Source: an optimization exercise on an open RTL-to-GDS flow (aim: small area). Production flows keep margins and buffers that such runs may drop.
RTL that was checked went through simulation tests only; none was proved equivalent to the original.
Only the layout flow was run in runs 1, 2 and 4; the RTL was not checked for function there.
No activity file was given, so power comes from the tool's default toggle rates.

### flow/constraint.sdc
create_clock -name core_clock -period 14.0 [get_ports {clk}]
set_input_delay 2.8000 -clock core_clock [delete_from_list [all_inputs] [get_ports {clk}]]
set_output_delay 2.8000 -clock core_clock [all_outputs]
set_load 0.01 [all_outputs]
### flow/design.v
module mcar_timer (
    input  wire        clk,
    input  wire        rst,         
    input  wire [39:0] cmd,
    input  wire        cmd_valid,
    input  wire        tick,        
    input  wire [7:0]  flag0,       
    input  wire [7:0]  flag1,       
    output wire        busy,
    output wire [7:0]  result,
    output wire [7:0]  fault,
    output wire [5:0]  pin_dir,
    output wire [5:0]  pin_out,
    output wire [7:0]  cb_out,
    output reg         cb_strobe
);
    localparam [7:0] OP_CFGNM = 8'h01, OP_DELAY = 8'h02, OP_SETCB = 8'h03,
                     OP_MINIT = 8'h04, OP_CHDIR = 8'h05, OP_SETDC = 8'h06,
                     OP_ROT   = 8'h07, OP_STOP  = 8'h08, OP_UPDSF = 8'h09;
    localparam [1:0] S_TEST = 2'd0, S_ON = 2'd1, S_LOW = 2'd2, S_OFF = 2'd3;
    reg        t_run;          
    reg [7:0]  t_k;            
    reg        t_toie;
    reg        t_tov;
    reg        ovf_pend;
    reg [15:0] need1;          
    reg [15:0] isr_cnt;
    reg [15:0] poll_left;      
    reg [1:0]  tref, mref;
    reg [7:0]  cb;
    reg        mstop;
    reg [1:0]  res;
    reg        flt;
    reg        pdir;
    reg        ena0, ena1, pwm;
    reg        dpoll_act;
    reg        setdc_act;
    reg [3:0]  on_ms;
    reg [1:0]  setdc_ph;
    reg        rot_act;
    wire stack_empty = !dpoll_act && !setdc_act && !rot_act;
    assign busy    = !stack_empty || flt;
    assign result  = {6'd0, res};
    assign fault   = {7'd0, flt};
    assign pin_dir = {6{pdir}};
    assign pin_out = {pwm, ena1 ^ pdir, ena1, pwm, ena0 ^ pdir, ena0};
    assign cb_out  = cb_strobe ? cb : 8'd0;
    wire f0_up = |flag0;
    wire f1_up = |flag1;
    wire tflag_up = tref[0] ? f0_up : f1_up;
    wire mflag_up = mref[0] ? f0_up : f1_up;
    wire [7:0]  op  = cmd[39:32];
    wire [31:0] arg = cmd[31:0];
    reg cmd_reserved;
    always @(*) begin
        case (op)
            OP_CFGNM: cmd_reserved = (arg[31:10] != 22'd0) || (arg[9:8] == 2'd3);
            OP_DELAY: cmd_reserved = 1'b0;
            OP_SETCB: cmd_reserved = (arg[31:8] != 24'd0);
            OP_MINIT: cmd_reserved = (arg[31:2] != 30'd0) || (arg[1:0] == 2'd3);
            OP_CHDIR: cmd_reserved = (arg[31:1] != 31'd0);
            OP_SETDC: cmd_reserved = (arg[31:8] != 24'd0);
            OP_ROT, OP_STOP, OP_UPDSF:
                      cmd_reserved = (arg != 32'd0);
            default:  cmd_reserved = 1'b1;
        endcase
    end
    reg [3:0] pct_div10;
    always @(*) begin
        if      (arg[6:0] < 7'd10) pct_div10 = 4'd0;
        else if (arg[6:0] < 7'd20) pct_div10 = 4'd1;
        else if (arg[6:0] < 7'd30) pct_div10 = 4'd2;
        else if (arg[6:0] < 7'd40) pct_div10 = 4'd3;
        else if (arg[6:0] < 7'd50) pct_div10 = 4'd4;
        else if (arg[6:0] < 7'd60) pct_div10 = 4'd5;
        else if (arg[6:0] < 7'd70) pct_div10 = 4'd6;
        else if (arg[6:0] < 7'd80) pct_div10 = 4'd7;
        else if (arg[6:0] < 7'd90) pct_div10 = 4'd8;
        else if (arg[6:0] < 7'd100) pct_div10 = 4'd9;
        else                        pct_div10 = 4'd10;
    end
    wire pct_oor, plan_oor;
    mt_gtk #(.W(8),  .K(8'd100))        u_pct_oor (.a(arg[7:0]), .gt(pct_oor));
    mt_gtk #(.W(32), .K(32'd2147450))   u_ms_oor  (.a(arg),      .gt(plan_oor));
    wire [3:0]  off_ms;
    mt_add #(4) u_off (.a(4'd10), .b(~on_ms), .ci(1'b1), .s(off_ms));
    wire [3:0]  sm_ms   = (setdc_ph == S_ON) ? on_ms : off_ms;
    wire [21:0] m       = {arg[21:12], stack_empty ? arg[11:0] : {8'd0, sm_ms}};
    wire [28:0] px = {m, 7'd0};
    wire [28:0] py = {7'd0, m};
    wire [28:0] pz = ~{5'd0, m, 2'd0};
    wire [28:0] cs_s = px ^ py ^ pz;
    wire [28:0] cs_c = (px & py) | (px & pz) | (py & pz);
    wire [28:0] s;
    mt_add #(29) u_mul (.a(cs_s), .b({cs_c[27:0], 1'b0}), .ci(1'b0), .s(s));
    wire        lo_zero = (m[11:0] == 12'd0);
    wire        m_zero  = lo_zero && (!stack_empty || m[21:12] == 10'd0);
    wire        short   = !stack_empty ||
                          ((m[21:6] == 16'd0) && (!m[5] || m[4:0] == 5'd0));
    wire [15:0] plan_n1 = (m_zero || !stack_empty) ? 16'd0 : s[27:12];
    wire        lo_n7   = (s[2:0] != 3'd7);
    wire [8:0]  qx;
    mt_add #(9) u_q (.a(s[11:3]), .b(~{7'd0, short & lo_n7, short ^ lo_n7}), .ci(1'b1), .s(qx));
    wire        q_zero  = m_zero || (!short && s[11:3] == 9'd0 && lo_n7);
    wire [7:0]  plan_q  = q_zero ? 8'd0 : qx[8:1];
    wire        isr_step = !flt && ovf_pend;
    wire        isr_done_cnt;
    mt_ge  #(16) u_isr_ge  (.a(isr_cnt), .b(need1), .ge(isr_done_cnt));
    wire        isr_done  = isr_done_cnt || tflag_up;
    wire        isr_clear = isr_step && isr_done;
    wire [15:0] isr_inc;
    mt_inc #(16) u_isr_inc (.a(isr_cnt), .ci(isr_step && !isr_done), .s(isr_inc), .co());
    wire        poll_step = !flt && !ovf_pend && dpoll_act && t_tov;
    wire [15:0] poll_dec;
    wire        poll_zero;
    mt_inc #(16) u_poll (.a(poll_left), .ci(poll_step), .s(poll_dec), .co(poll_zero));
    reg        n_run, n_toie, n_tov, n_pend, n_mstop, n_flt, n_pdir;
    reg        n_ena0, n_ena1, n_pwm, n_strobe;
    reg [7:0]  n_k, n_cb;
    reg [15:0] n_need1, n_isr_cnt, n_poll_left;
    reg [1:0]  n_tref, n_mref, n_res, n_ph;
    reg [3:0]  n_on;
    reg        n_dpoll, n_setdc, n_rot;
    reg        raise_fault, start;
    reg  [7:0] k_mux;
    reg        k_tick;
    wire [7:0] k_dec;
    wire       k_ovf;
    mt_inc #(8) u_k (.a(k_mux), .ci(k_tick), .s(k_dec), .co(k_ovf));
    always @(*) begin
        n_run       = t_run;
        n_toie      = t_toie;
        n_tov       = t_tov;
        n_pend      = ovf_pend;
        n_need1     = need1;
        n_poll_left = poll_dec;
        n_tref      = tref;
        n_mref      = mref;
        n_cb        = cb;
        n_mstop     = mstop;
        n_res       = res;
        n_flt       = flt;
        n_pdir      = pdir;
        n_ena0      = ena0;
        n_ena1      = ena1;
        n_pwm       = pwm;
        n_strobe    = 1'b0;
        n_dpoll     = dpoll_act;
        n_setdc     = setdc_act;
        n_on        = on_ms;
        n_ph        = setdc_ph;
        n_rot       = rot_act;
        raise_fault = 1'b0;
        start       = 1'b0;
        k_mux       = t_k;
        k_tick      = 1'b0;
        if (flt) begin
        end else if (ovf_pend) begin
            n_pend = 1'b0;
            if (isr_done) begin
                n_run     = 1'b0;
                if (cb == 8'd1)
                    n_mstop = 1'b1;
                else if (cb != 8'd0)
                    n_strobe = 1'b1;
            end
        end else begin
            if (stack_empty) begin
                if (cmd_valid) begin
                    if (cmd_reserved) begin
                        n_res = 2'd1;
                    end else begin
                        case (op)
                            OP_CFGNM: begin
                                if (arg[7:1] != 7'd0) begin
                                    n_res = 2'd1;
                                end else begin
                                    n_toie = arg[0];
                                    n_tref = arg[9:8];
                                    n_res  = 2'd0;
                                end
                            end
                            OP_DELAY: begin
                                if (plan_oor)
                                    n_res = 2'd2;
                                else if (tref == 2'd0)
                                    raise_fault = 1'b1;
                                else if (tflag_up)
                                    n_res = 2'd3;
                                else
                                    start = 1'b1;
                            end
                            OP_SETCB: begin
                                if (arg[7:0] == 8'd0) begin
                                    n_res = 2'd1;
                                end else begin
                                    n_cb  = arg[7:0];
                                    n_res = 2'd0;
                                end
                            end
                            OP_MINIT: begin
                                n_pdir = 1'b1;
                                n_ena0 = 1'b1;
                                n_ena1 = 1'b1;
                                n_mref = arg[1:0];
                                n_cb   = 8'd1;
                                n_res  = 2'd0;
                            end
                            OP_CHDIR: begin
                                if (arg[0]) n_ena1 = !ena1;
                                else        n_ena0 = !ena0;
                                n_res = 2'd0;
                            end
                            OP_SETDC: begin
                                if (pct_oor) begin
                                    n_res = 2'd2;
                                end else begin
                                    n_setdc = 1'b1;
                                    n_on    = pct_div10;
                                    n_ph    = S_TEST;
                                end
                            end
                            OP_ROT: begin
                                if (mref == 2'd0) begin
                                    raise_fault = 1'b1;
                                end else if (mflag_up) begin
                                    n_res = 2'd3;
                                end else begin
                                    n_ena0  = !ena0;
                                    n_rot   = 1'b1;
                                    n_setdc = 1'b1;
                                    n_on    = 4'd5;
                                    n_ph    = S_TEST;
                                end
                            end
                            OP_STOP: begin
                                n_pwm   = 1'b0;
                                n_mstop = 1'b0;
                                n_res   = 2'd0;
                            end
                            OP_UPDSF: begin
                                n_mstop = 1'b1;
                                n_res   = 2'd0;
                            end
                            default: ;
                        endcase
                    end
                end
            end else if (dpoll_act) begin
                if (t_tov) begin
                    n_tov = 1'b0;
                    if (poll_zero || tflag_up) begin
                        n_run   = 1'b0;
                        n_dpoll = 1'b0;
                        if (!setdc_act && !rot_act) n_res = 2'd0;
                    end
                end
            end else if (setdc_act) begin
                case (setdc_ph)
                    S_TEST: begin
                        if (mref == 2'd0) begin
                            raise_fault = 1'b1;
                        end else if (!mstop && !mflag_up) begin
                            n_pwm = 1'b1;
                            n_ph  = S_ON;
                        end else begin
                            n_mstop = 1'b0;
                            n_setdc = 1'b0;
                            if (!rot_act) n_res = 2'd0;
                        end
                    end
                    S_LOW: begin
                        n_pwm = 1'b0;
                        n_ph  = S_OFF;
                    end
                    default: begin  
                        if (tref == 2'd0) begin
                            raise_fault = 1'b1;
                        end else begin
                            n_ph = setdc_ph + 2'd1;
                            if (!tflag_up) start = 1'b1;
                        end
                    end
                endcase
            end else begin
                n_ena0 = !ena0;
                n_rot  = 1'b0;
                n_res  = 2'd0;
            end
            if (start) begin
                n_need1     = plan_n1;
                n_poll_left = ~plan_n1;
                k_mux       = ~plan_q;
                n_run       = 1'b1;
                n_dpoll     = 1'b1;
            end
            k_tick = !raise_fault && tick && n_run;
            if (k_ovf) begin
                n_tov = 1'b1;
                if (t_toie) n_pend = 1'b1;
            end
        end
        if (raise_fault) n_flt = 1'b1;
        n_k = k_dec;
    end
    always @(posedge clk) begin
        if (rst) begin
            t_run     <= 1'b0;
            t_toie    <= 1'b0;
            t_tov     <= 1'b0;
            ovf_pend  <= 1'b0;
            isr_cnt   <= 16'd0;
            tref      <= 2'd0;
            mref      <= 2'd0;
            cb        <= 8'd0;
            mstop     <= 1'b0;
            res       <= 2'd0;
            flt       <= 1'b0;
            pdir      <= 1'b0;
            ena0      <= 1'b0;
            ena1      <= 1'b0;
            pwm       <= 1'b0;
            cb_strobe <= 1'b0;
            dpoll_act <= 1'b0;
            setdc_act <= 1'b0;
            rot_act   <= 1'b0;
        end else begin
            t_run     <= n_run;
            t_toie    <= n_toie;
            t_tov     <= n_tov;
            ovf_pend  <= n_pend;
            isr_cnt   <= isr_clear ? 16'd0 : isr_inc;
            tref      <= n_tref;
            mref      <= n_mref;
            cb        <= n_cb;
            mstop     <= n_mstop;
            res       <= n_res;
            flt       <= n_flt;
            pdir      <= n_pdir;
            ena0      <= n_ena0;
            ena1      <= n_ena1;
            pwm       <= n_pwm;
            cb_strobe <= n_strobe;
            dpoll_act <= n_dpoll;
            setdc_act <= n_setdc;
            rot_act   <= n_rot;
        end
    end
    always @(posedge clk) begin
        t_k       <= n_k;
        need1     <= n_need1;
        poll_left <= n_poll_left;
        on_ms     <= n_on;
        setdc_ph  <= n_ph;
    end
endmodule
module mt_add #(parameter W = 8) (
    input  wire [W-1:0] a,
    input  wire [W-1:0] b,
    input  wire         ci,
    output wire [W-1:0] s
);
    wire [W:0] c;
    assign c[0] = ci;
    genvar i;
    generate for (i = 0; i < W; i = i + 1) begin : g
        assign s[i]   = a[i] ^ b[i] ^ c[i];
        assign c[i+1] = (a[i] & b[i]) | (c[i] & (a[i] ^ b[i]));
    end endgenerate
endmodule
module mt_dec #(parameter W = 8) (
    input  wire [W-1:0] a,
    output wire [W-1:0] d,
    output wire         z
);
    wire [W:0] b;
    assign b[0] = 1'b1;
    genvar i;
    generate for (i = 0; i < W; i = i + 1) begin : g
        assign d[i]   = a[i] ^ b[i];
        assign b[i+1] = b[i] & ~a[i];
    end endgenerate
    assign z = b[W];
endmodule
module mt_inc #(parameter W = 8) (
    input  wire [W-1:0] a,
    input  wire         ci,
    output wire [W-1:0] s,
    output wire         co
);
    wire [W:0] c;
    assign c[0] = ci;
    genvar i;
    generate for (i = 0; i < W; i = i + 1) begin : g
        assign s[i]   = a[i] ^ c[i];
        assign c[i+1] = c[i] & a[i];
    end endgenerate
    assign co = c[W];
endmodule
module mt_ge #(parameter W = 8) (
    input  wire [W-1:0] a,
    input  wire [W-1:0] b,
    output wire         ge
);
    wire [W:0] c;
    assign c[0] = 1'b1;
    genvar i;
    generate for (i = 0; i < W; i = i + 1) begin : g
        assign c[i+1] = (a[i] & ~b[i]) | (c[i] & (a[i] | ~b[i]));
    end endgenerate
    assign ge = c[W];
endmodule
module mt_gtk #(parameter W = 8, parameter [W-1:0] K = 0) (
    input  wire [W-1:0] a,
    output wire         gt
);
    wire [W:0] g;
    assign g[0] = 1'b0;
    genvar i;
    generate for (i = 0; i < W; i = i + 1) begin : b
        if (K[i]) begin : one
            assign g[i+1] = a[i] & g[i];
        end else begin : zero
            assign g[i+1] = a[i] | g[i];
        end
    end endgenerate
    assign gt = g[W];
endmodule
### flow/flow/run.sh
#!/bin/bash
# Standard ORFS layout (the standard.sh, standard synthesis unchanged) with two
# changes: the port buffers use the smallest buffer cell, and CTS builds a small tree
# (one sink cluster, clkbuf_8, no dummy loads).
set -euo pipefail
export BUFFER_PORTS_ARGS="-buffer_cell sky130_fd_sc_hd__buf_1"
export CTS_ARGS="-sink_clustering_enable -repair_clock_nets -dont_use_dummy_load -sink_clustering_size 100 -sink_clustering_max_diameter 500 -buf_list sky130_fd_sc_hd__clkbuf_8"
bash standard.sh finish > standard_flow.log 2>&1
### flow/config.mk
export PLATFORM = sky130hd
export DESIGN_NAME = mcar_timer
export DESIGN_NICKNAME = mcar_timer
export VERILOG_FILES = /design/flow/design.v
export SDC_FILE = /design/flow/constraint.sdc
export NUM_CORES = 4
export LEC_CHECK = 0
export CAP_MARGIN = 20
export CORE_MARGIN = 2
export CORE_UTILIZATION = 60
export GPL_TIMING_DRIVEN = 0
export SLEW_MARGIN = 20
### flow/standard.sh
#!/bin/bash
# synth_recipe.tcl (not shown) runs the flow's synth.tcl, then flattens the netlist and writes it again
# the make line also repeats each setting of config.mk as NAME=value (left out here)
make -C /OpenROAD-flow-scripts/flow DESIGN_CONFIG=/design/flow/config.mk WORK_HOME=/design/flow/orfs CLKGATE_MAP_FILE= SYNTH_SCRIPT=/design/flow/synth_recipe.tcl "${@:-finish}"
==> results of run 1 <==
-- flip-flops by register name, summed over array words and instances, names as in the netlist, 4 cells and up --
name	flops
poll_left	16
on_ms	4
need1	16
t_k	8
isr_cnt	16
cb	8
-- cell usage in the layout (no fill, tap or decap), drive strengths merged, types with 22 or more instances in the layout --
cell    count
nand2      36
dfxtp      68
fa         41
buf       115
a21oi      34
ha         61
inv        66
and2       29
edfxtp     22
a31oi      23
clkbuf     37
nor2       55
-- per-stage QoR --
stage / TNS [ps] / area [um2]
global placement: -4140 / 7330
global route: 0 / 7560
floorplan: 0 / 6840
finish: 0 / 7560
CTS: 0 / 7530
detailed placement: -5100 / 7330
-- path summary, 6_finish.rpt --
path / start / to / cells past startpoint
min: cb[7] / cb[7] / 2
max reg2reg: rot_act / need1[15] / 36
max: cmd[2] / need1[15] / 36
min reg2reg: cb[7] / cb[7] / 2
-- logic make-up after synthesis --
group,count (synthesis)
buffers and inverters,125
XOR/XNOR,6
multiplexers,11
flip-flops,90
AND/OR/NAND/NOR,248
AO/OA/AOI/OAI,146
other,1
adder cells (fa/ha/maj),107
-- report_power, final --
group          switching (mW)  total [mW]  internal, mW
sequential           0.000144       0.271         0.271
combinational          0.0855       0.153        0.0678
clock                  0.0823       0.140        0.0576
total                   0.168       0.565         0.397
-- worst max-delay path: cells and delay by family --
| family | cells | cell delay, ps |
|---|---|---|
| fa+ha+maj | 26 | 9680 |
| simple gates | 2 | 410 |
| buf+inv | 6 | 540 |
| compound gates | 1 | 90 |
| xor+xnor | 1 | 180 |
-- routing by layer --
| metal | track usage | wire length (um) | up-vias |
|---|---|---|---|
| met1 | 0.408 | 7650 | 2827 |
| met3 | 0.0723 | 1490 | 48 |
| met4 | 0.109 | 434 | 0 |
| met5 | 0 | 0 | - |
| li1 | - | - | 2796 |
| met2 | 0.467 | 7820 | 266 |
-- cell type report --
| class | count | area [um2] |
|---|---|---|
| Buffer | 59 | 332 |
| Sequential cell | 90 | 2020 |
| Timing Repair Buffer | 84 | 317 |
| Multi-Input combinational cell | 531 | 4340 |
| Inverter | 66 | 248 |
| Clock buffer | 9 | 124 |
| Tap cell | 140 | 175 |
| Fill cell | 914 | 3380 |
-- timing repair --
action	in CTS	in global routing
hold buffers	0	0
setup endpoints to repair	5	4
resized for setup	18	10
cloned	0	0
pin swaps	1	2
==> results.yml, run 1 <==
placement:
  hpwl_mm: 14.0
  port-buffer-count: 83
  dp.cells: 969
  routabilityCongestion: 0.932
  dpl_worst_slack_ps: -987
timing:
  finalSetupViolCount: 0
  layout_setup_ws_ps: 433
  rsz0062_at_grt: "no"
  report.final.slew_viol_count: 0
  slew_headroom: 0.448
  period_share: 0.969
  skew_ps: 28.7
  hold_slack_ps: 466
  worstMarginPinSlew_ps: 827
  hold_violations: 0
  fin_crit_ps: 13570
  fmax_mhz: 73.7
yosys:
  ys_seq_area_frac: 0.298
  syn_area_mm2: 0.00679
  yosys-mux-area-fraction: 0.0164
  synth_top_family_by_area: "adder cells"
  synth_flop_cell: "dfxtp_1"
  synth-simple-area-share: 0.202
  synth_fa_ha_area_frac: 0.241
  synth_most_common_cell: "dfxtp_1"
  syn_inst: 734
  netlist_top_cells_count: "dfxtp_1, inv_1, ha_1, nor2_1, fa_1"
  synth_edf_count: 22
  synth_compound_area_frac: 0.152
  ys_types: 73
  synth-xor-area-share: 0.00774
  post-synth-top-area-fraction: 0.200
  synth_seq_cells: 90
  netlist_top_cells_area: "dfxtp_1, fa_1, ha_1"
  ys.warnings.count: 1
  synth_area_per_cell_um2: 9.25
  yosysTopAreaCell: "dfxtp_1"
  async_flop_share: 0
worst_setup_path:
  rrSetupSlack_ps: 1740
  cp_max_fo: 10
  required_ps: 14160
  crit_slowest_cell: "fa_1"
  timing.critical_path.arrival_ps: 13720
  critPathKind: "input pin to flip-flop"
  cp-start-kind: "input pin"
  endpoint_kind: "flip-flop"
  cp_common_cell: "fa_2"
  critPathMaxStageDelay_ps: 430
hold_path:
  hold_class: "flip-flop to flip-flop"
cells_and_area:
  final_nets: 1003
  fin_cells: 979
  post-route-util: 0.691
  diodes: 0
  drive_above_1_share: 0.0989
  area_growth_pct: 11.3
run_status:
  status: "finished clean"
power:
  total_power_uw: 565
  ir_worst_vdd_uv: 56.2
  power_density_mw_per_mm2: 74.7
  p_leak_nw: 3.30
floorplan:
  num_rows: 38
  io_pins: 98
  die_area_mm2: 0.0122
  die_y_um: 110
  die_w_um: 110
  start_util: 0.621
  core-area_mm2: 0.0109
grt:
  grt_usage: 0.300
  antenna_found_initial: 0
  grt_pass1_wl_mm: 27.6
  grt_pass1_vias: 5563
  grt_max_degree: 26
  grt-ovfl-total: 0
route:
  drtPass1Iterations: 5
  ant_nets: 0
  wl_mm: 17.4
  viasPerCell: 6.06
  vias: 5937
  routedWlPerCell_um: 17.8
  drt_iter0_drc: 444
  drc: 0
clocking:
  clock_path_buffers: 2
  clk_latency_ps: 390
  cts_buffers: 9
  root_buffer: "clkbuf_8"
  post_cts_buffers: 0
  clk_pin_slew_worst_paths_ps: 100
  cts_tree: "yes"
  htreeDepth: 3
  cts.sink_count: 90
flow_run:
  maxCapViolations: 0
==> run 2: changes to the inputs <==
--- a/flow/config.mk
+++ b/flow/config.mk
@@ -9,4 +9,3 @@
 export CORE_MARGIN = 2
-export CORE_UTILIZATION = 60
-export GPL_TIMING_DRIVEN = 0
+export CORE_UTILIZATION = 40
 export SLEW_MARGIN = 20
==> run 2 against run 1 <==
  * Global-route usage is 11 points lower
  * Final cell count increased by 4.1%
  * Setup slack worse by 15 ps
  * Largest cell class unchanged
==> results.yml, run 2 <==
cells_and_area:
  final_cell_mix: "buf_1, dfxtp_1, inv_1"
  largest_registers: "isr_cnt (16), need1 (16), poll_left (16)"
  area_growth_pct: 9.07
  post-route-util: 0.447
  final_nets: 963
  multi_input_area_mm2: 0.00428
  fillers: 1641
  drive_above_1_share: 0.0713
  stdcell_area_mm2: 0.00741
  diodes: 0
  final_common_cell: "buf_1"
  seq_area_mm2: 0.00202
worst_setup_path:
  endpoint_kind: "flip-flop"
  critPathMaxStageDelay_ps: 470
  crit_slowest_cell: "fa_1"
  cp_common_cell: "fa_1"
  critPathKind: "input pin to flip-flop"
  required_ps: 14130
  cp_max_fo: 2
  cp-start-kind: "input pin"
  timing.critical_path.arrival_ps: 13710
route:
  drt_iter0_drc: 383
  viasPerCell: 5.41
  wl_mm: 16.6
  routedWlPerCell_um: 16.3
  drtPass1Iterations: 5
  drc: 0
  ant_nets: 0
  vias: 5514
power:
  ir_worst_vdd_uv: 43.4
  power.share.clock: 0.264
  swShare: 0.298
  power_density_mw_per_mm2: 74.9
  p_sw_uw: 165
  seqPwrFrac: 0.489
  p_leak_nw: 3.17
  p_comb_frac: 0.247
  p_int_uw: 390
yosys:
  synth_most_common_cell: "dfxtp_1"
  synth_seq_cells: 90
  synth_area_per_cell_um2: 9.25
  syn_inst: 734
  ys.warnings.count: 1
  ys_types: 73
  syn_area_mm2: 0.00679
  async_flop_share: 0
  post-synth-top-area-fraction: 0.200
  netlist_top_cells_count: "dfxtp_1, inv_1, ha_1, nor2_1, fa_1"
  yosysTopAreaCell: "dfxtp_1"
  synth_flop_cell: "dfxtp_1"
  netlist_top_cells_area: "dfxtp_1, fa_1, ha_1"
  synth_edf_count: 22
  ys_seq_area_frac: 0.298
timing:
  slew_headroom: 0.450
  finalSetupViolCount: 0
  fmax_mhz: 73.6
  rsz0062_at_grt: "no"
  skew_ps: 35.3
  hold_slack_ps: 463
  period_share: 0.970
  worstMarginPinSlew_ps: 822
  report.final.slew_viol_count: 0
  fin_crit_ps: 13580
  hold_violations: 0
clocking:
  cts.sink_count: 90
  cts_buffers: 9
  holdBufCountCts: 0
  post_cts_buffers: 0
  root_buffer: "clkbuf_8"
  clock_path_buffers: 2
  cts_tree: "yes"
  clk_pin_slew_worst_paths_ps: 80
  htreeDepth: 3
  clk_latency_ps: 390
grt:
  grt_usage: 0.192
  grt_pass1_wl_mm: 27.2
  antenna_found_initial: 0
  grt_pass1_vias: 5218
  grt-ovfl-total: 0
  grt_max_degree: 59
floorplan:
  die_area_mm2: 0.0180
  die_y_um: 134
  die_w_um: 134
  core-area_mm2: 0.0166
  num_rows: 47
  io_pins: 98
  start_util: 0.409
hold_path:
  hold_class: "flip-flop to flip-flop"
placement:
  routabilityCongestion: 0.899
  port-buffer-count: 84
  hpwl_mm: 12.9
  place_area_mm2: 0.00725
run_status:
  status: "finished clean"
flow_run:
  maxCapViolations: 0
run 2: timing repair:
action                                 in CTS  in global routing
setup endpoints to repair                   0                  4
endpoints found under the hold margin       0                  0
resized for setup                           0                 10
run 2: metrics by stage:
step                      TNS [ps]  power, mW  instances  worst slack, ps
after detailed placement      -857      0.410       1010             -314
final                            0      0.555       1019              418
after global placement        -653      0.410       1010             -269
after global routing             0      0.591       1019             29.3
after CTS                        0      0.558       1019             61.5
after floorplan                  0      0.372        746             8.47
run 2: layout make-up:
class | count | area share
multi-input combinational | 531 | 0.578
tap | 220 | 0.0372
sequential | 90 | 0.273
inverter | 66 | 0.0335
clock buffer | 9 | 0.0167
timing repair buffer | 103 | 0.0618
run 2: logic make-up after synthesis:
group                      after synthesis  synth area share
DFF                                     90             0.298
xor gates and xnor gates                 6           0.00774
other                                    1          0.000552
muxes                                   11            0.0164
and+or+nand+nor                        248             0.202
adders and majority gates              107             0.241
buffers and inverters                  125            0.0835
AOI/OAI and AO/OA                      146             0.152
run 2: power groups by stage:
stage / logic, mW / clock network [mW] / registers (mW)
detailed placement: 0.133 / 0 / 0.277
floorplan: 0.0944 / 0 / 0.277
finish: 0.137 / 0.147 / 0.271
global placement: 0.133 / 0 / 0.277
CTS: 0.135 / 0.151 / 0.271
global route: 0.158 / 0.161 / 0.271
run 2: final timing paths:
kind	endpoint	slack (ps)	startpoint	cells past startpoint
setup / recovery	need1[15]	420	cmd[2]	35
hold / removal	cb[6]	460	cb[6]	2
setup reg to reg	need1[15]	2030	dpoll_act	34
hold reg to reg	cb[6]	460	cb[6]	2
run 2: worst max-delay path, delay by kind of cell:
family          cells  cell delay, ps
compound gates      1              70
xor+xnor            1             150
fa+ha+maj          26            9900
buf+inv             5             350
simple gates        2             430
run 2: per-layer routing:
layer,part of all wire,vias to the layer above,track usage,wire (um)
met5,0,-,0,0
met4,0.016,0,0.0585,272
met3,0.053,21,0.0317,883
met2,0.45,149,0.293,7430
met1,0.48,2624,0.279,8010
li1,-,2720,-,-
==> run 3: changes to the inputs <==
--- a/flow/design.v
+++ b/flow/design.v
@@ -119,3 +119,3 @@
     reg [7:0]  n_k, n_cb;
-    reg [15:0] n_need1, n_isr_cnt, n_poll_left;
+    reg [15:0] n_need1, n_poll_left;
     reg [1:0]  n_tref, n_mref, n_res, n_ph;
@@ -370,16 +370,2 @@
 endmodule
-module mt_dec #(parameter W = 8) (
-    input  wire [W-1:0] a,
-    output wire [W-1:0] d,
-    output wire         z
-);
-    wire [W:0] b;
-    assign b[0] = 1'b1;
-    genvar i;
-    generate for (i = 0; i < W; i = i + 1) begin : g
-        assign d[i]   = a[i] ^ b[i];
-        assign b[i+1] = b[i] & ~a[i];
-    end endgenerate
-    assign z = b[W];
-endmodule
 module mt_inc #(parameter W = 8) (
==> run 3 against run 2 <==
  * Register-to-register slack is essentially flat
  * Clock-buffer cell count did not move
  * Hold slack is the same
  * Sequential share of layout area is the same
  * Non-clock buffer count is the same
  * Core utilization did not move
  * Sequential cell count unchanged
  * Total power stayed put
  * Fmax did not move
  * Clock power barely moved
  * Critical endpoint unchanged
==> results.yml, run 3 <==
route:
  wl_mm: 16.6
  ant_nets: 0
  drc: 0
  drt_iter0_drc: 383
  viasPerCell: 5.41
  routedWlPerCell_um: 16.3
  vias: 5514
  drtPass1Iterations: 5
timing:
  hold_violations: 0
  slew_headroom: 0.450
  period_share: 0.970
  finalSetupViolCount: 0
  rsz0062_at_grt: "no"
  report.final.slew_viol_count: 0
  skew_ps: 35.3
  fin_crit_ps: 13580
  fmax_mhz: 73.6
  worstMarginPinSlew_ps: 822
placement:
  place_area_mm2: 0.00725
  routabilityCongestion: 0.899
  port-buffer-count: 84
  hpwl_mm: 12.9
cells_and_area:
  final_nets: 963
  stdcell_area_mm2: 0.00741
  final_cell_mix: "buf_1, dfxtp_1, inv_1"
  largest_registers: "isr_cnt (16), need1 (16), poll_left (16)"
  diodes: 0
  drive_above_1_share: 0.0713
  final_common_cell: "buf_1"
  fillers: 1641
  area_growth_pct: 9.07
clocking:
  clk_pin_slew_worst_paths_ps: 80
  post_cts_buffers: 0
  htreeDepth: 3
  clk_latency_ps: 390
  cts_buffers: 9
  holdBufCountCts: 0
  clock_path_buffers: 2
  root_buffer: "clkbuf_8"
  cts_tree: "yes"
  cts.sink_count: 90
yosys:
  netlist_top_cells_area: "dfxtp_1, fa_1, ha_1"
  synth_seq_cells: 90
  netlist_top_cells_count: "dfxtp_1, inv_1, ha_1, nor2_1, fa_1"
  synth_edf_count: 22
  ys_seq_area_frac: 0.298
  post-synth-top-area-fraction: 0.200
  syn_area_mm2: 0.00679
  syn_inst: 734
  yosysTopAreaCell: "dfxtp_1"
  synth_area_per_cell_um2: 9.25
  synth_most_common_cell: "dfxtp_1"
  synth_flop_cell: "dfxtp_1"
  async_flop_share: 0
  ys.warnings.count: 1
  ys_types: 73
grt:
  grt_pass1_wl_mm: 27.2
  antenna_found_initial: 0
  grt-ovfl-total: 0
  grt_usage: 0.192
  grt_max_degree: 59
  grt_pass1_vias: 5218
floorplan:
  start_util: 0.409
  die_w_um: 134
  num_rows: 47
  die_area_mm2: 0.0180
  core-area_mm2: 0.0166
  die_y_um: 134
  io_pins: 98
power:
  power_density_mw_per_mm2: 74.9
  p_leak_nw: 3.17
  total_power_uw: 555
  ir_worst_vdd_uv: 43.4
worst_setup_path:
  crit_slowest_cell: "fa_1"
  cp-start-kind: "input pin"
  critPathMaxStageDelay_ps: 470
  cp_max_fo: 2
  required_ps: 14130
  critPathKind: "input pin to flip-flop"
  cp_common_cell: "fa_1"
  endpoint_kind: "flip-flop"
  timing.critical_path.arrival_ps: 13710
run_status:
  status: "finished clean"
flow_run:
  maxCapViolations: 0
hold_path:
  hold_class: "flip-flop to flip-flop"
-- run 3: cell counts in the layout (fill, tap and decap cells not counted) --
Identical to the previous run, type by type.
-- run 3: final cells by class --
class / instances / area (um2) / area share
clock buffers: 9 / 124 / 0.0167
flip-flops and latches: 90 / 2020 / 0.273
well taps: 220 / 275 / 0.0372
multi-input cells: 531 / 4280 / 0.578
repair buffers: 103 / 458 / 0.0618
inverters: 66 / 248 / 0.0335
-- run 3: worst paths after layout --
check,end,cells past startpoint,slack (ps),from
hold reg to reg,cb[6],2,460,cb[6]
hold / removal,cb[6],2,460,cb[6]
setup / recovery,need1[15],35,420,cmd[2]
setup reg to reg,need1[15],34,2030,dpoll_act
-- run 3: critical path, delay by kind of cell --
kind            cells  cell delay, ps
compound gates      1              70
xor+xnor            1             150
fa+ha+maj          26            9900
buf+inv             5             350
simple gates        2             430
-- run 3: metal layers --
metal	vias to the layer above	part of all wire	GRT usage
li1	2720	-	-
met1	2624	0.48	0.279
met2	149	0.45	0.293
met3	21	0.053	0.0317
met4	0	0.016	0.0585
met5	-	0	0
-- run 3: logic make-up after synthesis --
| kind of cell | count (synthesis) | share of synthesized area |
|---|---|---|
| AND/OR/NAND/NOR | 248 | 0.202 |
| other | 1 | 0.000552 |
| multiplexers | 11 | 0.0164 |
| AO/OA/AOI/OAI | 146 | 0.152 |
| buffers and inverters | 125 | 0.0835 |
| adder cells (fa/ha/maj) | 107 | 0.241 |
| flip-flops | 90 | 0.298 |
| XOR/XNOR | 6 | 0.00774 |
-- run 3: what timing repair did --
item | CTS | global route
hold endpoints to repair | 0 | 0
resized for setup | 0 | 10
endpoints found under the setup margin | 0 | 4
-- run 3: report_power, final --
group          total (mW)  internal [mW]  leakage, nW  switching [mW]
sequential          0.271          0.271        0.750        0.000114
combinational       0.137         0.0607         2.35          0.0762
clock               0.147         0.0578       0.0647          0.0888
total               0.555          0.390         3.17           0.165
-- run 3: metrics by stage --
stage	setup TNS [ps]	cells	setup slack, ps	hold slack [ps]	utilization
3_3_place_gp	-653	1010	-269	448	0.437
6_report	0	1019	418	463	0.447
4_1_cts	0	1019	61.5	463	0.445
2_1_floorplan	0	746	8.47	435	-
5_1_grt	0	1019	29.3	486	0.447
3_5_place_dp	-857	1010	-314	452	0.437
==> run 4: changes to the inputs <==
--- a/flow/design.v
+++ b/flow/design.v
@@ -119,3 +119,3 @@
     reg [7:0]  n_k, n_cb;
-    reg [15:0] n_need1, n_poll_left;
+    reg [15:0] n_need1, n_isr_cnt, n_poll_left;
     reg [1:0]  n_tref, n_mref, n_res, n_ph;
@@ -370,2 +370,16 @@
 endmodule
+module mt_dec #(parameter W = 8) (
+    input  wire [W-1:0] a,
+    output wire [W-1:0] d,
+    output wire         z
+);
+    wire [W:0] b;
+    assign b[0] = 1'b1;
+    genvar i;
+    generate for (i = 0; i < W; i = i + 1) begin : g
+        assign d[i]   = a[i] ^ b[i];
+        assign b[i+1] = b[i] & ~a[i];
+    end endgenerate
+    assign z = b[W];
+endmodule
 module mt_inc #(parameter W = 8) (
==> flow/flow/run.sh (replaced) <==
#!/bin/bash
# Standard ORFS layout (the standard.sh, standard synthesis unchanged) with these
# changes: the port buffers use the smallest buffer cell, CTS builds a small tree
# (clkbuf_8, no dummy loads), and after global routing the resizer downsizes cells
# on paths with positive slack (RECOVER_POWER), then repairs slew and capacitance again.
set -euo pipefail
HERE="$(cd "$(dirname "${BASH_SOURCE[0]}")" && pwd)"
export BUFFER_PORTS_ARGS="-buffer_cell sky130_fd_sc_hd__buf_1"
export CTS_ARGS="-sink_clustering_enable -repair_clock_nets -dont_use_dummy_load -sink_clustering_size 100 -sink_clustering_max_diameter 500 -buf_list sky130_fd_sc_hd__clkbuf_8"
export RECOVER_POWER=100
export POST_GLOBAL_ROUTE_TCL="$HERE/post_grt.tcl"
bash standard.sh finish > standard_flow.log 2>&1
==> flow/flow/post_grt.tcl (new file) <==
# After power recovery: repair max slew and capacitance again, then legalize and
# reroute the nets that changed.
global_route -start_incremental
repair_design -slew_margin 20 -cap_margin 20
detailed_placement
global_route -end_incremental
estimate_parasitics -global_routing
==> run 4 against run 3 <==
  * Sequential power about the same
  * Clock skew about the same
  * Core utilization shrank 0.060 points
  * Sequential cell count is the same
  * Critical path depth is the same
  * Critical endpoint unchanged
  * Largest power group unchanged
==> results.yml, run 4 <==
timing:
  slew_headroom: 0.371
  hold_violations: 0
  layout_setup_ws_ps: 419
  worstMarginPinSlew_ps: 933
  fin_crit_ps: 13580
  setup-tns-final_ps: 0
  period_share: 0.970
  fmax_mhz: 73.6
  hold_slack_ps: 461
  skew_ps: 35.3
  finalSetupViolCount: 0
  report.final.slew_viol_count: 0
clocking:
  cts_tree: "yes"
  holdBufCountCts: 0
  clk_latency_ps: 390
  clk_pin_slew_worst_paths_ps: 80
  cts-resized-gates: 0
  clock_path_buffers: 2
  post_cts_buffers: 0
  cts.sink_count: 90
  htreeDepth: 3
  cts_buffers: 9
  root_buffer: "clkbuf_8"
placement:
  routabilityCongestion: 0.899
  dpl_worst_slack_ps: -314
  port-buffer-count: 84
  place_area_mm2: 0.00725
  hpwl_mm: 12.9
route:
  viasPerCell: 5.40
  ant_nets: 0
  drc: 0
  routedWlPerCell_um: 16.3
  vias: 5512
  wl_mm: 16.6
  drt_iter0_drc: 376
  drtPass1Iterations: 6
yosys:
  syn_area_mm2: 0.00679
  yosysTopAreaCell: "dfxtp_1"
  synth_seq_cells: 90
  ys_seq_area_frac: 0.298
  netlist_top_cells_area: "dfxtp_1, fa_1, ha_1"
  async_flop_share: 0
  ys_types: 73
  synth_edf_count: 22
  post-synth-top-area-fraction: 0.200
  synth_flop_cell: "dfxtp_1"
  ys.warnings.count: 1
  synth_area_per_cell_um2: 9.25
  synth_most_common_cell: "dfxtp_1"
  syn_inst: 734
  netlist_top_cells_count: "dfxtp_1, inv_1, ha_1, nor2_1, fa_1"
worst_setup_path:
  endpoint_kind: "flip-flop"
  critPathKind: "input pin to flip-flop"
  crit_slowest_cell: "fa_1"
  required_ps: 14130
  worst-path-buf-inv: 5
  timing.critical_path.arrival_ps: 13710
  critPathMaxStageDelay_ps: 470
  cp_common_cell: "fa_1"
  worst_r2r_path_depth: 34
  cp_top_family: "adder cells"
  crit_cells: 35
  cp_max_fo: 2
  cp-start-kind: "input pin"
grt:
  antenna_found_initial: 0
  grt_usage: 0.192
  grt_pass1_wl_mm: 27.2
  grt_max_degree: 59
  grt_pass1_vias: 5218
  grt-ovfl-total: 0
run_status:
  status: "finished clean"
hold_path:
  hold_class: "flip-flop to flip-flop"
  min_path_cells: 2
cells_and_area:
  diodes: 0
  area_growth_pct: 8.92
  final_cell_mix: "buf_1, dfxtp_1, inv_1"
  final_nets: 964
  stdcell_area_mm2: 0.00740
  fillers: 1646
  largest_registers: "isr_cnt (16), need1 (16), poll_left (16)"
  drive_above_1_share: 0.0675
  final_common_cell: "buf_1"
floorplan:
  io_pins: 98
  start_util: 0.409
  num_rows: 47
  core-area_mm2: 0.0166
  die_y_um: 134
  die_area_mm2: 0.0180
  die_w_um: 134
power:
  p_comb_frac: 0.245
  ir_worst_vdd_uv: 43.4
  p_leak_nw: 3.16
  total_power_uw: 554
  p_sw_uw: 165
  seqPwrFrac: 0.490
  p_int_uw: 389
  power.share.clock: 0.265
  swShare: 0.298
  power_density_mw_per_mm2: 74.9
flow_run:
  maxCapViolations: 0
-- run 4: final timing paths --
path,start,to,slack (ps)
worst max register to register,dpoll_act,need1[15],2050
worst max-delay path,cmd[2],need1[15],420
worst min-delay path,cb[6],cb[6],460
worst min register to register,cb[6],cb[6],460
-- run 4: kinds of logic after synthesis --
group	count (synthesis)	synth area share
and+or+nand+nor	248	0.202
muxes	11	0.0164
DFF	90	0.298
xor gates and xnor gates	6	0.00774
buffers and inverters	125	0.0835
AOI/OAI and AO/OA	146	0.152
adders and majority gates	107	0.241
other	1	0.000552
-- run 4: layer usage --
| layer | part of all wire | wire length, um | GRT usage | vias up |
|---|---|---|---|---|
| li1 | - | - | - | 2724 |
| met4 | 0.018 | 297 | 0.0585 | 0 |
| met5 | 0 | 0 | 0 | - |
| met1 | 0.48 | 7890 | 0.279 | 2607 |
| met3 | 0.062 | 1020 | 0.0317 | 25 |
| met2 | 0.45 | 7390 | 0.293 | 156 |
-- run 4: cell type report --
class / instances / area, um2 / share of cell area
clock buffer: 9 / 124 / 0.0167
inverter: 66 / 248 / 0.0335
multi-input combinational: 531 / 4270 / 0.577
sequential: 90 / 2020 / 0.273
tap: 220 / 275 / 0.0372
timing repair buffer: 104 / 462 / 0.0624
-- run 4: stage by stage --
stage          utilization  cells
6_report             0.446   1020
4_1_cts              0.445   1019
3_5_place_dp         0.437   1010
3_3_place_gp         0.437   1010
2_1_floorplan            -    746
-- run 4: tightest hold or removal path: cells and delay by family (launching register included) --
kind | cells | cell delay, ps
flops | 1 | 320
simple gates | 1 | 50
compound gates | 1 | 50
-- run 4: power by group through the flow --
| stage | Clock (mW) | Sequential [mW] | Combinational (mW) |
|---|---|---|---|
| detailed placement | 0 | 0.277 | 0.133 |
| finish | 0.147 | 0.271 | 0.136 |
| global placement | 0 | 0.277 | 0.133 |
| floorplan | 0 | 0.277 | 0.0944 |
| CTS | 0.151 | 0.271 | 0.135 |
==> run 5: changes to the inputs <==
--- a/flow/design.v
+++ b/flow/design.v
@@ -69,13 +69,132 @@
     always @(*) begin
-        if      (arg[6:0] < 7'd10) pct_div10 = 4'd0;
-        else if (arg[6:0] < 7'd20) pct_div10 = 4'd1;
-        else if (arg[6:0] < 7'd30) pct_div10 = 4'd2;
-        else if (arg[6:0] < 7'd40) pct_div10 = 4'd3;
-        else if (arg[6:0] < 7'd50) pct_div10 = 4'd4;
-        else if (arg[6:0] < 7'd60) pct_div10 = 4'd5;
-        else if (arg[6:0] < 7'd70) pct_div10 = 4'd6;
-        else if (arg[6:0] < 7'd80) pct_div10 = 4'd7;
-        else if (arg[6:0] < 7'd90) pct_div10 = 4'd8;
-        else if (arg[6:0] < 7'd100) pct_div10 = 4'd9;
-        else                        pct_div10 = 4'd10;
+        case (arg[6:0])
+            7'd0: pct_div10 = 4'd0;
+            7'd1: pct_div10 = 4'd0;
+            7'd2: pct_div10 = 4'd0;
+            7'd3: pct_div10 = 4'd0;
+            7'd4: pct_div10 = 4'd0;
+            7'd5: pct_div10 = 4'd0;
+            7'd6: pct_div10 = 4'd0;
+            7'd7: pct_div10 = 4'd0;
+            7'd8: pct_div10 = 4'd0;
+            7'd9: pct_div10 = 4'd0;
+            7'd10: pct_div10 = 4'd1;
+            7'd11: pct_div10 = 4'd1;
+            7'd12: pct_div10 = 4'd1;
+            7'd13: pct_div10 = 4'd1;
+            7'd14: pct_div10 = 4'd1;
+            7'd15: pct_div10 = 4'd1;
+            7'd16: pct_div10 = 4'd1;
+            7'd17: pct_div10 = 4'd1;
+            7'd18: pct_div10 = 4'd1;
+            7'd19: pct_div10 = 4'd1;
+            7'd20: pct_div10 = 4'd2;
+            7'd21: pct_div10 = 4'd2;
+            7'd22: pct_div10 = 4'd2;
+            7'd23: pct_div10 = 4'd2;
+            7'd24: pct_div10 = 4'd2;
+            7'd25: pct_div10 = 4'd2;
+            7'd26: pct_div10 = 4'd2;
+            7'd27: pct_div10 = 4'd2;
+            7'd28: pct_div10 = 4'd2;
+            7'd29: pct_div10 = 4'd2;
+            7'd30: pct_div10 = 4'd3;
+            7'd31: pct_div10 = 4'd3;
+            7'd32: pct_div10 = 4'd3;
+            7'd33: pct_div10 = 4'd3;
+            7'd34: pct_div10 = 4'd3;
+            7'd35: pct_div10 = 4'd3;
+            7'd36: pct_div10 = 4'd3;
+            7'd37: pct_div10 = 4'd3;
+            7'd38: pct_div10 = 4'd3;
+            7'd39: pct_div10 = 4'd3;
+            7'd40: pct_div10 = 4'd4;
+            7'd41: pct_div10 = 4'd4;
+            7'd42: pct_div10 = 4'd4;
+            7'd43: pct_div10 = 4'd4;
+            7'd44: pct_div10 = 4'd4;
+            7'd45: pct_div10 = 4'd4;
+            7'd46: pct_div10 = 4'd4;
+            7'd47: pct_div10 = 4'd4;
+            7'd48: pct_div10 = 4'd4;
+            7'd49: pct_div10 = 4'd4;
+            7'd50: pct_div10 = 4'd5;
+            7'd51: pct_div10 = 4'd5;
+            7'd52: pct_div10 = 4'd5;
+            7'd53: pct_div10 = 4'd5;
+            7'd54: pct_div10 = 4'd5;
+            7'd55: pct_div10 = 4'd5;
+            7'd56: pct_div10 = 4'd5;
+            7'd57: pct_div10 = 4'd5;
+            7'd58: pct_div10 = 4'd5;
+            7'd59: pct_div10 = 4'd5;
+            7'd60: pct_div10 = 4'd6;
+            7'd61: pct_div10 = 4'd6;
+            7'd62: pct_div10 = 4'd6;
+            7'd63: pct_div10 = 4'd6;
+            7'd64: pct_div10 = 4'd6;
+            7'd65: pct_div10 = 4'd6;
+            7'd66: pct_div10 = 4'd6;
+            7'd67: pct_div10 = 4'd6;
+            7'd68: pct_div10 = 4'd6;
+            7'd69: pct_div10 = 4'd6;
+            7'd70: pct_div10 = 4'd7;
+            7'd71: pct_div10 = 4'd7;
+            7'd72: pct_div10 = 4'd7;
+            7'd73: pct_div10 = 4'd7;
+            7'd74: pct_div10 = 4'd7;
+            7'd75: pct_div10 = 4'd7;
+            7'd76: pct_div10 = 4'd7;
+            7'd77: pct_div10 = 4'd7;
+            7'd78: pct_div10 = 4'd7;
+            7'd79: pct_div10 = 4'd7;
+            7'd80: pct_div10 = 4'd8;
+            7'd81: pct_div10 = 4'd8;
+            7'd82: pct_div10 = 4'd8;
+            7'd83: pct_div10 = 4'd8;
+            7'd84: pct_div10 = 4'd8;
+            7'd85: pct_div10 = 4'd8;
+            7'd86: pct_div10 = 4'd8;
+            7'd87: pct_div10 = 4'd8;
+            7'd88: pct_div10 = 4'd8;
+            7'd89: pct_div10 = 4'd8;
+            7'd90: pct_div10 = 4'd9;
+            7'd91: pct_div10 = 4'd9;
+            7'd92: pct_div10 = 4'd9;
+            7'd93: pct_div10 = 4'd9;
+            7'd94: pct_div10 = 4'd9;
+            7'd95: pct_div10 = 4'd9;
+            7'd96: pct_div10 = 4'd9;
+            7'd97: pct_div10 = 4'd9;
+            7'd98: pct_div10 = 4'd9;
+            7'd99: pct_div10 = 4'd9;
+            7'd100: pct_div10 = 4'd10;
+            7'd101: pct_div10 = 4'd10;
+            7'd102: pct_div10 = 4'd10;
+            7'd103: pct_div10 = 4'd10;
+            7'd104: pct_div10 = 4'd9;
+            7'd105: pct_div10 = 4'd9;
+            7'd106: pct_div10 = 4'd9;
+            7'd107: pct_div10 = 4'd9;
+            7'd108: pct_div10 = 4'd10;
+            7'd109: pct_div10 = 4'd10;
+            7'd110: pct_div10 = 4'd10;
+            7'd111: pct_div10 = 4'd10;
+            7'd112: pct_div10 = 4'd9;
+            7'd113: pct_div10 = 4'd9;
+            7'd114: pct_div10 = 4'd9;
+            7'd115: pct_div10 = 4'd9;
+            7'd116: pct_div10 = 4'd10;
+            7'd117: pct_div10 = 4'd10;
+            7'd118: pct_div10 = 4'd10;
+            7'd119: pct_div10 = 4'd10;
+            7'd120: pct_div10 = 4'd9;
+            7'd121: pct_div10 = 4'd9;
+            7'd122: pct_div10 = 4'd9;
+            7'd123: pct_div10 = 4'd9;
+            7'd124: pct_div10 = 4'd10;
+            7'd125: pct_div10 = 4'd10;
+            7'd126: pct_div10 = 4'd10;
+            7'd127: pct_div10 = 4'd10;
+        endcase
     end
@@ -119,3 +238,3 @@
     reg [7:0]  n_k, n_cb;
-    reg [15:0] n_need1, n_isr_cnt, n_poll_left;
+    reg [15:0] n_need1, n_poll_left;
     reg [1:0]  n_tref, n_mref, n_res, n_ph;
@@ -370,16 +489,2 @@
 endmodule
-module mt_dec #(parameter W = 8) (
-    input  wire [W-1:0] a,
-    output wire [W-1:0] d,
-    output wire         z
-);
-    wire [W:0] b;
-    assign b[0] = 1'b1;
-    genvar i;
-    generate for (i = 0; i < W; i = i + 1) begin : g
-        assign d[i]   = a[i] ^ b[i];
-        assign b[i+1] = b[i] & ~a[i];
-    end endgenerate
-    assign z = b[W];
-endmodule
 module mt_inc #(parameter W = 8) (
==> flow/flow/run.sh (replaced) <==
#!/bin/bash
# Standard ORFS layout (the standard.sh, standard synthesis unchanged) with two
# changes: the port buffers use the smallest buffer cell, and CTS builds a small tree
# (one sink cluster, clkbuf_8, no dummy loads).
set -euo pipefail
export BUFFER_PORTS_ARGS="-buffer_cell sky130_fd_sc_hd__buf_1"
export CTS_ARGS="-sink_clustering_enable -repair_clock_nets -dont_use_dummy_load -sink_clustering_size 100 -sink_clustering_max_diameter 500 -buf_list sky130_fd_sc_hd__clkbuf_8"
bash standard.sh finish > standard_flow.log 2>&1
removed: flow/flow/post_grt.tcl
==> run 5 against run 4 <==
  * Still clean on timing, DRC and antenna
  * Critical path depth did not move
  * Global-route usage fell by 0.53 points
  * Setup slack got worse by 32 ps
  * Clock-buffer cell count did not move
  * Routed wire length fell by 2.7%
  * Sequential power barely moved
  * Clock power barely moved
  * Register-to-register slack improved by 90 ps
  * Sequential share of layout area rose by 0.36 points
  * Critical endpoint unchanged
==> results.yml, run 5 <==
timing:
  slew_headroom: 0.398
  period_share: 0.972
  worstMarginPinSlew_ps: 880
  rsz0062_at_grt: "no"
  hold_violations: 0
  fin_crit_ps: 13610
  setup-tns-final_ps: 0
  skew_ps: 26.8
  finalSetupViolCount: 0
  fmax_mhz: 73.5
  report.final.slew_viol_count: 0
cells_and_area:
  stdcell_area_mm2: 0.00730
  post-route-util: 0.440
  fillers: 1685
  final_nets: 955
  final_cell_mix: "buf_1, dfxtp_1, ha_1"
  largest_registers: "isr_cnt (16), need1 (16), poll_left (16)"
  multi_input_area_mm2: 0.00427
  drive_above_1_share: 0.0619
  seq_area_mm2: 0.00202
  area_growth_pct: 7.74
  final_common_cell: "buf_1"
  diodes: 0
worst_setup_path:
  worst_r2r_path_depth: 34
  required_ps: 14120
  rrSetupSlack_ps: 2140
  r2r-start: "dpoll_act"
  crit_slowest_cell: "or4_1"
  timing.critical_path.arrival_ps: 13730
  cp_max_fo: 3
  cp_top_family: "adder cells"
  worst-path-buf-inv: 6
  critPathMaxStageDelay_ps: 580
  cp-start-kind: "input pin"
  critPathKind: "input pin to flip-flop"
  r2r_end: "need1[15]"
  cp_common_cell: "fa_1"
  endpoint_kind: "flip-flop"
floorplan:
  num_rows: 47
  die_w_um: 134
  die_y_um: 134
  io_pins: 98
  core-area_mm2: 0.0166
  start_util: 0.409
  die_area_mm2: 0.0180
yosys:
  async_flop_share: 0
  synth_seq_cells: 90
  ys.warnings.count: 1
  ys_seq_area_frac: 0.298
  synth_area_per_cell_um2: 9.31
  syn_inst: 728
  synth_most_common_cell: "dfxtp_1"
  synth_flop_cell: "dfxtp_1"
  ys_types: 78
  synth_edf_count: 22
  syn_area_mm2: 0.00678
  netlist_top_cells_area: "dfxtp_1, fa_1, ha_1"
  yosysTopAreaCell: "dfxtp_1"
  post-synth-top-area-fraction: 0.201
  netlist_top_cells_count: "dfxtp_1, ha_1, inv_1, nand2_1, and2_1"
route:
  wl_mm: 16.2
  top_layer_used: "met4"
  viasPerCell: 5.33
  drt_iter0_drc: 345
  wl_met3_um: 883
  routedWlPerCell_um: 16.0
  ant_nets: 0
  vias: 5390
  drc: 0
  drtPass1Iterations: 5
  route.met2.wl_mm: 7.24
  drt-met1-wl_mm: 7.75
clocking:
  cts.sink_count: 90
  clk_pin_slew_worst_paths_ps: 100
  post_cts_buffers: 0
  clock_path_buffers: 2
  root_buffer: "clkbuf_8"
  cts_buffers: 9
  cts-resized-gates: 0
  cts_tree: "yes"
  holdBufCountCts: 0
  clk_latency_ps: 380
  htreeDepth: 3
power:
  power_density_mw_per_mm2: 74.8
  total_power_uw: 546
  ir_worst_vdd_uv: 41.5
  p_leak_nw: 2.95
placement:
  hpwl_mm: 12.9
  port-buffer-count: 84
  routabilityCongestion: 0.886
  place_area_mm2: 0.00716
grt:
  grt_max_degree: 36
  grt_pass1_wl_mm: 26.5
  antenna_found_initial: 0
  grt_pass1_vias: 5228
  grt_usage: 0.187
  grt-ovfl-total: 0
hold_path:
  min_path_cells: 2
  min_from: "t_toie"
  min_to: "ovf_pend"
  hold_class: "flip-flop to flip-flop"
run_status:
  status: "finished clean"
flow_run:
  maxCapViolations: 0
## run 5: logic make-up (layout without fill, tap and decap cells)
family / Yosys count / in the layout / share of synthesized area
DFF: 90 / 90 / 0.298
AOI/OAI and AO/OA: 142 / 142 / 0.149
buffers and inverters: 111 / 162 / 0.0801
adders and majority gates: 106 / 106 / 0.240
other: 1 / 13 / 0.000553
muxes: 9 / 9 / 0.0138
and+or+nand+nor: 263 / 263 / 0.211
xor gates and xnor gates: 6 / 6 / 0.00776
## run 5: how the worst max path moves through the flow
stage          startpoint         to  depth (start not counted)
2_1_floorplan      cmd[1]  need1[15]                         34
3_3_place_gp       cmd[1]  need1[15]                         35
3_5_place_dp       cmd[1]  need1[15]                         35
4_1_cts            cmd[1]  need1[15]                         35
5_1_grt            cmd[1]  need1[15]                         35
6_report           cmd[1]  need1[15]                         35
## run 5: layout make-up
type | count | area share
clock buffer | 9 | 0.0170
inverter | 61 | 0.0315
multi-input combinational | 539 | 0.585
sequential | 90 | 0.277
tap | 220 | 0.0377
timing repair buffer | 92 | 0.0514
## run 5: worst min-delay path: stages, from the launching register on
cell	delay, ps
dfxtp_1	310
nand3_1	80
a21oi_1	50
## run 5: power by group
part           internal (mW)  switching [mW]
logic                 0.0525          0.0778
clock network         0.0578          0.0871
registers              0.271        0.000128
total                  0.381           0.165
## run 5: metrics by stage
| stage | instances | worst slack [ps] | hold WS [ps] |
|---|---|---|---|
| final | 1011 | 387 | 454 |
| after global routing | 1011 | 78.3 | 477 |
| after CTS | 1011 | 451 | 462 |
| after detailed placement | 1002 | 76.9 | 470 |
| after global placement | 1002 | 120 | 465 |
| after floorplan | 740 | 671 | 448 |
## run 5: metal layers
layer  GRT usage  up-vias
met5           0        -
met4      0.0620        0
met3      0.0355       19
met2       0.291      138
met1       0.261     2575
li1            -     2658
==> run 6: changes to the inputs <==
--- a/flow/flow/run.sh
+++ b/flow/flow/run.sh
@@ -3,5 +3,6 @@
 # changes: the port buffers use the smallest buffer cell, and CTS builds a small tree
-# (one sink cluster, clkbuf_8, no dummy loads).
+# (one sink cluster, clkbuf_8, no dummy loads); the constant outputs share one tie cell.
 set -euo pipefail
 export BUFFER_PORTS_ARGS="-buffer_cell sky130_fd_sc_hd__buf_1"
+export SKIP_REPAIR_TIE_FANOUT=1
 export CTS_ARGS="-sink_clustering_enable -repair_clock_nets -dont_use_dummy_load -sink_clustering_size 100 -sink_clustering_max_diameter 500 -buf_list sky130_fd_sc_hd__clkbuf_8"
==> run 6 against run 5 <==
  * Largest cell class unchanged
  * Still clean
  * Register-to-register slack lost 30 ps
  * Largest power group unchanged
  * Hold slack improved by 23 ps
  * Sequential share of layout area rose by 0.16 points
  * Critical path type unchanged
  * Non-clock buffer count grew 1
==> results.yml, run 6 <==
grt:
  grt_max_degree: 36
  grt_pass1_wl_mm: 26.6
  antenna_found_initial: 0
  grt-ovfl-total: 0
  grt_pass1_vias: 5210
  grt_usage: 0.187
hold_path:
  min_from: "res[0]"
  hold_class: "flip-flop to flip-flop"
  min_path_cells: 2
  min_to: "res[0]"
placement:
  hpwl_mm: 12.9
  routabilityCongestion: 0.902
  port-buffer-count: 84
  place_area_mm2: 0.00712
worst_setup_path:
  worst_r2r_path_depth: 34
  cp_max_fo: 3
  crit_slowest_cell: "or4_1"
  r2r-start: "setdc_act"
  critPathMaxStageDelay_ps: 580
  required_ps: 14110
  timing.critical_path.arrival_ps: 13740
  rrSetupSlack_ps: 2110
  cp_common_cell: "fa_1"
  critPathKind: "input pin to flip-flop"
  cp-start-kind: "input pin"
  endpoint_kind: "flip-flop"
  r2r_end: "need1[15]"
route:
  viasPerCell: 5.40
  vias: 5403
  drt_iter0_drc: 334
  ant_nets: 0
  routedWlPerCell_um: 16.2
  wl_mm: 16.2
  drtPass1Iterations: 6
  drc: 0
timing:
  skew_ps: 30.0
  period_share: 0.974
  slew_headroom: 0.349
  setup-tns-final_ps: 0
  fin_crit_ps: 13630
  worstMarginPinSlew_ps: 977
  finalSetupViolCount: 0
  report.final.slew_viol_count: 0
  hold_violations: 0
  rsz0062_at_grt: "no"
  fmax_mhz: 73.4
clocking:
  root_buffer: "clkbuf_8"
  cts_buffers: 9
  holdBufCountCts: 0
  clk_latency_ps: 380
  clk_pin_slew_worst_paths_ps: 80
  cts.sink_count: 90
  cts_tree: "yes"
  clock_path_buffers: 2
  cts-resized-gates: 0
  htreeDepth: 3
yosys:
  synth_seq_cells: 90
  synth_edf_count: 22
  netlist_top_cells_count: "dfxtp_1, ha_1, inv_1, nand2_1, and2_1"
  synth_flop_cell: "dfxtp_1"
  yosysTopAreaCell: "dfxtp_1"
  netlist_top_cells_area: "dfxtp_1, fa_1, ha_1"
  syn_area_mm2: 0.00678
  ys.warnings.count: 1
  ys_seq_area_frac: 0.298
  syn_inst: 728
  post-synth-top-area-fraction: 0.201
  async_flop_share: 0
  synth_area_per_cell_um2: 9.31
  synth_most_common_cell: "dfxtp_1"
  ys_types: 78
power:
  total_power_uw: 544
  seqPwrFrac: 0.499
  power_density_mw_per_mm2: 74.9
  p_int_uw: 381
  p_leak_nw: 2.91
  power.share.clock: 0.262
  ir_worst_vdd_uv: 46.1
  p_sw_uw: 163
  p_comb_frac: 0.239
  swShare: 0.299
flow_run:
  maxCapViolations: 0
cells_and_area:
  drive_above_1_share: 0.0628
  stdcell_area_mm2: 0.00726
  final_cell_mix: "buf_1, dfxtp_1, ha_1"
  diodes: 0
  final_nets: 944
  largest_registers: "isr_cnt (16), need1 (16), poll_left (16)"
  area_growth_pct: 7.13
  final_common_cell: "buf_1"
  multi_input_area_mm2: 0.00423
  seq_area_mm2: 0.00202
  fillers: 1685
floorplan:
  die_y_um: 134
  io_pins: 98
  core-area_mm2: 0.0166
  start_util: 0.409
  num_rows: 47
  die_w_um: 134
  die_area_mm2: 0.0180
run_status:
  status: "finished clean"
[run 6: logic make-up after synthesis]
| logic type | count (synthesis) | share of synthesized area |
|---|---|---|
| AND/OR/NAND/NOR | 263 | 0.211 |
| flip-flops | 90 | 0.298 |
| adder cells (fa/ha/maj) | 106 | 0.240 |
| buffers and inverters | 111 | 0.0801 |
| multiplexers | 9 | 0.0138 |
| XOR/XNOR | 6 | 0.00776 |
| AO/OA/AOI/OAI | 142 | 0.149 |
| other | 1 | 0.000553 |
[run 6: power by group through the flow]
stage | sequential (mW) | combinational (mW) | clock (mW)
finish | 0.271 | 0.130 | 0.143
global route | 0.271 | 0.150 | 0.159
CTS | 0.271 | 0.131 | 0.148
detailed placement | 0.277 | 0.131 | 0
global placement | 0.277 | 0.129 | 0
floorplan | 0.277 | 0.0910 | 0
[run 6: worst max path at each step]
| stage | startpoint | cells after the start | slack (ps) | end |
|---|---|---|---|---|
| floorplan | cmd[1] | 34 | 670 | need1[15] |
| global placement | cmd[1] | 35 | 130 | need1[15] |
| detailed placement | cmd[1] | 35 | 10 | need1[15] |
| CTS | cmd[1] | 35 | 360 | need1[15] |
| global route | cmd[1] | 35 | 10 | need1[15] |
| finish | cmd[1] | 35 | 370 | need1[15] |
[run 6: per-stage QoR]
| step | worst slack, ps | cells | utilization | hold slack, ps |
|---|---|---|---|---|
| 3_3_place_gp | 130 | 990 | 0.429 | 472 |
| 3_5_place_dp | 14.3 | 990 | 0.429 | 462 |
| 2_1_floorplan | 671 | 728 | - | 448 |
| 4_1_cts | 364 | 999 | 0.437 | 480 |
| 5_1_grt | 9.66 | 1000 | 0.438 | 499 |
| 6_report | 370 | 1000 | 0.438 | 476 |
[run 6: critical path, delay by kind of cell]
family,cells,cell delay (ps)
xor gates and xnor gates,1,130
AOI/OAI and AO/OA,1,160
buffers and inverters,6,510
adders and majority gates,25,9420
and+or+nand+nor,2,740
[run 6: timing repair]
item	4_1_cts	5_1_grt
endpoints found under the hold margin	0	0
endpoints found under the setup margin	0	1
buffers inserted	0	1
[run 6: routing by layer]
layer  track usage  wire [um]  vias up
li1              -          -     2650
met1         0.266       7710     2570
met2         0.288       7230      162
met3        0.0321        934       21
met4        0.0643        316        0
met5             0          0        -
[run 6: cell type report]
cell class / instances / share of cell area
multi-input combinational: 527 / 0.582
tap: 220 / 0.0379
sequential: 90 / 0.279
inverter: 61 / 0.0317
clock buffer: 9 / 0.0171
timing repair buffer: 93 / 0.0527

what the ideal ports hide:
The results above use ideal ports. As a check the final layouts listed here were re-extracted and re-timed, cells and wires unchanged. Step 1 (the two cells are an assumption about what drives the block):
set clk [get_ports {clk}]
set_driving_cell -lib_cell sky130_fd_sc_hd__clkbuf_16 $clk
set_driving_cell -lib_cell sky130_fd_sc_hd__buf_2 [delete_from_list [all_inputs] $clk]
Step 2 times the ports against the registers' clock, not the clock port: input delays grow and output delays shrink by t, the midpoint of the rising clock arrivals with the driver on. Three values: ideal, step 1, step 2; two values: the first two.
| run | shift t [ns] | setup WS [ns] | latest minus earliest clock arrival (ns) | worst data-port slew with drivers (ns) | cell pins on the clock port's net |
|---|---|---|---|---|---|
| run 1 | 0.407 | 0.433 / 0.448 / 0.041 | 0.029 / 0.028 | 0.04 | 1 |
| run 2 | 0.407 | 0.418 / 0.436 / 0.028 | 0.035 / 0.035 | 0.04 | 1 |
| run 3 | 0.407 | 0.418 / 0.436 / 0.028 | 0.035 / 0.035 | 0.04 | 1 |
| run 4 | 0.406 | 0.419 / 0.437 / 0.030 | 0.035 / 0.035 | 0.04 | 1 |
| run 5 | 0.409 | 0.387 / 0.403 / -0.007 | 0.027 / 0.027 | 0.04 | 1 |
| run 6 | 0.408 | 0.370 / 0.386 / -0.022 | 0.030 / 0.030 | 0.04 | 1 |
Met with ideal ports but missed after step 2: setup timing in run 5 and run 6. The setup slack of run 5, which loses most, moves by +0.016 ns with the drivers and by -0.394 ns with both steps.
